From an optimization exercise on the open Yosys and OpenROAD flow, aimed at small area, a short achievable clock period and few clock cycles; shortcuts taken in it are not production practice. Power figures rest on the tool's default switching activity, not on a simulated workload.

==> flow/design.v (excerpt) <==
module nes_bankbus (
    input             clk,
    input             rst,
    input      [7:0]  cfg_song,
    input      [7:0]  cfg_region,
    input      [15:0] cfg_init_addr,
    input      [15:0] cfg_play_addr,
    input      [15:0] cfg_load_addr,
    input      [15:0] cfg_vec_nmi,
    input      [15:0] cfg_vec_irq,
    input      [63:0] cfg_bank_init,
    input      [20:0] cfg_file_len,
    input             req_valid,
    output reg        req_ready,
    input      [1:0]  req_op,       
    input      [15:0] req_addr,
    input      [7:0]  req_wdata,
    output reg        resp_valid,
    output reg [7:0]  resp_rdata,
    output reg        resp_err,
    output reg        fault,
    output reg        fault_io,
    output reg        apu_valid,
    output     [15:0] apu_addr,
    output     [7:0]  apu_data,
    output reg        mem_en,
    output reg        mem_we,
    output reg [16:0] mem_addr,
    output reg [7:0]  mem_wdata,
    input      [7:0]  mem_rdata,
    output reg        file_en,
    output reg [20:0] file_addr,
    input      [7:0]  file_rdata,
    input             file_bad
);
==> flow/config.mk <==
export PLATFORM = sky130hd
export DESIGN_NAME = nes_bankbus
export DESIGN_NICKNAME = nes_bankbus
export VERILOG_FILES = /design/flow/design.v
export SDC_FILE = /design/flow/constraint.sdc
export NUM_CORES = 4
export LEC_CHECK = 0
export ABC_AREA = 1
export CAP_MARGIN = 20
export CORE_MARGIN = 2
export CORE_UTILIZATION = 40
export PLACE_DENSITY = 0.6
export SLEW_MARGIN = 20
==> flow/constraint.sdc <==
create_clock -name core_clock -period 12.0 [get_ports {clk}]
set_input_delay 2.4000 -clock core_clock [delete_from_list [all_inputs] [get_ports {clk}]]
set_output_delay 2.4000 -clock core_clock [all_outputs]
set_load 0.01 [all_outputs]
standard.sh (not shown) runs the stock make flow with config.mk's settings and CLKGATE_MAP_FILE= SYNTH_SCRIPT=/design/flow/synth_recipe.tcl, a recipe that flattens the netlist after the stock synthesis.
==> flow/flow/run.sh <==
#!/bin/bash
# Standard ORFS layout, but the input and output port buffers are buf_2 cells
# instead of the default delay buffers. Each tool's output goes to a log here.
set -o pipefail
bash standard.sh "BUFFER_PORTS_ARGS=-buffer_cell sky130_fd_sc_hd__buf_2" finish > standard.log 2>&1
Next try:
--- a/flow/design.v
+++ b/flow/design.v
@@ -85,28 +85,27 @@
             for (i = 1; i < 10; i = i + 1)
                 if (!below[i])
                     lru[i] <= lru[i-1];
         end
     end
     wire       full    = (count == 4'd10);
     wire [3:0] count_1 = count + 4'd1;
     wire [3:0] victim  = full ? lru[9] : count_1;
     wire [15:0] a       = req_addr;
     wire        accept  = req_valid && st[S_IDLE];
     wire        a_apu   = (a[15:5] == 11'h200) && !(a[4] && a[3]);
-    wire        a_5xxx  = (a[15:12] == 4'h5);
+    wire        a_bank  = (a[15:3] == 13'h0BFF);
     wire        q_ram   = (mem_addr[15:11] == 5'd0);
     wire        q_apu   = (mem_addr[15:5] == 11'h200) && !(mem_addr[4] && mem_addr[3]);
     wire        q_shim  = (mem_addr[15:7] == 9'h020);
     wire        q_vec   = (mem_addr[14:3] == 12'hFFF) && (mem_addr[2] || mem_addr[1]);
-    wire        q_bank  = (mem_addr[11:3] == 9'h1FF);    
     wire [3:0]  w_code  = win[mem_addr[14:12]];
     wire        w_flat  = (w_code == 4'd15);
     wire        w_map   = (w_code != 4'd0);
     wire      shim_now = !rom_q && q_shim;
     reg [7:0] var_byte;
     reg       var_hit;
     always @* begin
         var_byte = 8'h00;
         var_hit = 1'b1;
         if (vec_q) begin
             case (mem_addr[2:0])
@@ -190,84 +189,75 @@
                     resp_err <= 1'b1;
                 end else if (req_op[1]) begin
                     if (!cfg_load_addr[15]) begin
                         fault <= 1'b1;
                         fault_io <= 1'b0;
                         resp_valid <= 1'b1;
                         resp_err <= 1'b1;
                     end else begin
                         nst = 1 << S_ZST;
                     end
                 end else if (!req_op[0]) begin
-                    nst = a[15] ? (1 << S_ROM) : a_5xxx ? (1 << S_BRD) : (1 << S_RD1);
+                    nst = a[15] ? (1 << S_ROM) : a_bank ? (1 << S_BRD) : (1 << S_RD1);
                 end else begin
-                    if (a_5xxx) begin
+                    if (a_bank) begin
                         nst = 1 << S_BW0;
                     end else begin
                         apu_valid <= a_apu && (a[4:0] != 5'h16);
                         resp_valid <= 1'b1;
                         resp_err <= 1'b0;
                     end
                 end
             end
         end
         if (st[S_ROM]) begin
             if (!w_flat)
                 mem_addr[16:12] <= {1'b1, w_code};
             mem_en <= 1'b1;
             cs <= w_code;
             touch_q <= w_map && !w_flat && !q_vec;
             rsel <= w_map && !q_vec;
             vec_q <= q_vec;
             shim_q <= 1'b0;
             rom_q <= 1'b1;
             nst = 1 << S_RD1;
         end
         if (st[S_BRD]) begin
-            if (q_bank) begin
-                mem_addr <= {14'h2000, mem_addr[2:0]};
-                rsel <= 1'b1;
-                rom_q <= 1'b1;
-            end
+            mem_addr <= {14'h2000, mem_addr[2:0]};
             mem_en <= 1'b1;
+            rsel <= 1'b1;
+            rom_q <= 1'b1;
             nst = 1 << S_RD1;
         end
         if (st[S_RD1]) begin
             mem_en <= 1'b0;
             resp_rdata <= var_byte;
             varsel <= var_hit;
             if (!rom_q) begin
                 rsel <= q_ram || q_apu;
                 shim_q <= q_shim;
             end
             nst = 1 << S_RD2;
         end
         if (st[S_RD2]) begin
             resp_rdata <= rsel ? mem_rdata : varsel ? resp_rdata : const_byte;
             resp_valid <= 1'b1;
             resp_err <= 1'b0;
             nst = 1 << S_IDLE;
         end
         if (st[S_BW0]) begin
             mem_addr <= {14'h2000, mem_addr[2:0]};
             kreg <= mem_addr[2:0];
-            if (q_bank) begin
-                mem_en <= 1'b1;
-                mem_we <= 1'b0;
-                nst = 1 << S_BW1;
-            end else begin
-                mem_en <= 1'b0;
-                resp_valid <= 1'b1;
-                resp_err <= 1'b0;
-                nst = 1 << S_IDLE;
-            end
+            mem_en <= 1'b1;
+            mem_we <= 1'b0;
+            nst = 1 << S_BW1;
         end
         if (st[S_BW1]) begin
             mem_en <= 1'b0;
             nst = 1 << S_BW2;
         end
         if (st[S_BW2]) begin
             resp_rdata <= mem_rdata;
             nst = 1 << S_BW3;
         end
         if (st[S_BW3]) begin
             if (resp_rdata == mem_wdata) begin
The new run completed with no timing, DRC or antenna violations.
Total power shrinks by 10%.
Non-clock buffer count grows by 3.
Global-route usage barely changes.
Clock skew shrinks by 0.0045 ns.
Routed wire length shrinks by 2.3%.
Cell area shrinks by 2.9%.
Combinational power shrinks by 25%.
Die area shrinks by 3.0%.
Sequential share of layout area grows by 0.88 points.
Register-to-register slack gets worse by 0.22 ns.
Function was not checked in any run of this note: the RTL went through the layout flow alone.

[what the ideal ports hide]
The flow's constraints put no driver on any port. The routed layouts listed below were extracted and timed again, unchanged, in two steps. Step 1: set_driving_cell puts a clkbuf_16 on clk and a buf_2 on each other input, an assumption about the parent block. Step 2 adds t to the input delays and takes it off the output delays; t is the mean of the earliest and latest rising clock arrival at the registers after step 1. Input paths then give back, and output paths get back, about the clock's delay inside the block. a / b / c = ideal ports / drivers / drivers and shift; a / b = the first two.
run | t, ns | setup slack, ns | cell pins on the clock port's net
the first run | 0.500 | 8.208 / 8.161 / 7.981 | 1
the second run | 0.493 | 8.030 / 8.030 / 7.827 | 1
After both steps setup and hold are still met in every run listed. The setup slack of the first run, which loses most, moves by -0.047 ns with the drivers and by -0.227 ns with both steps.
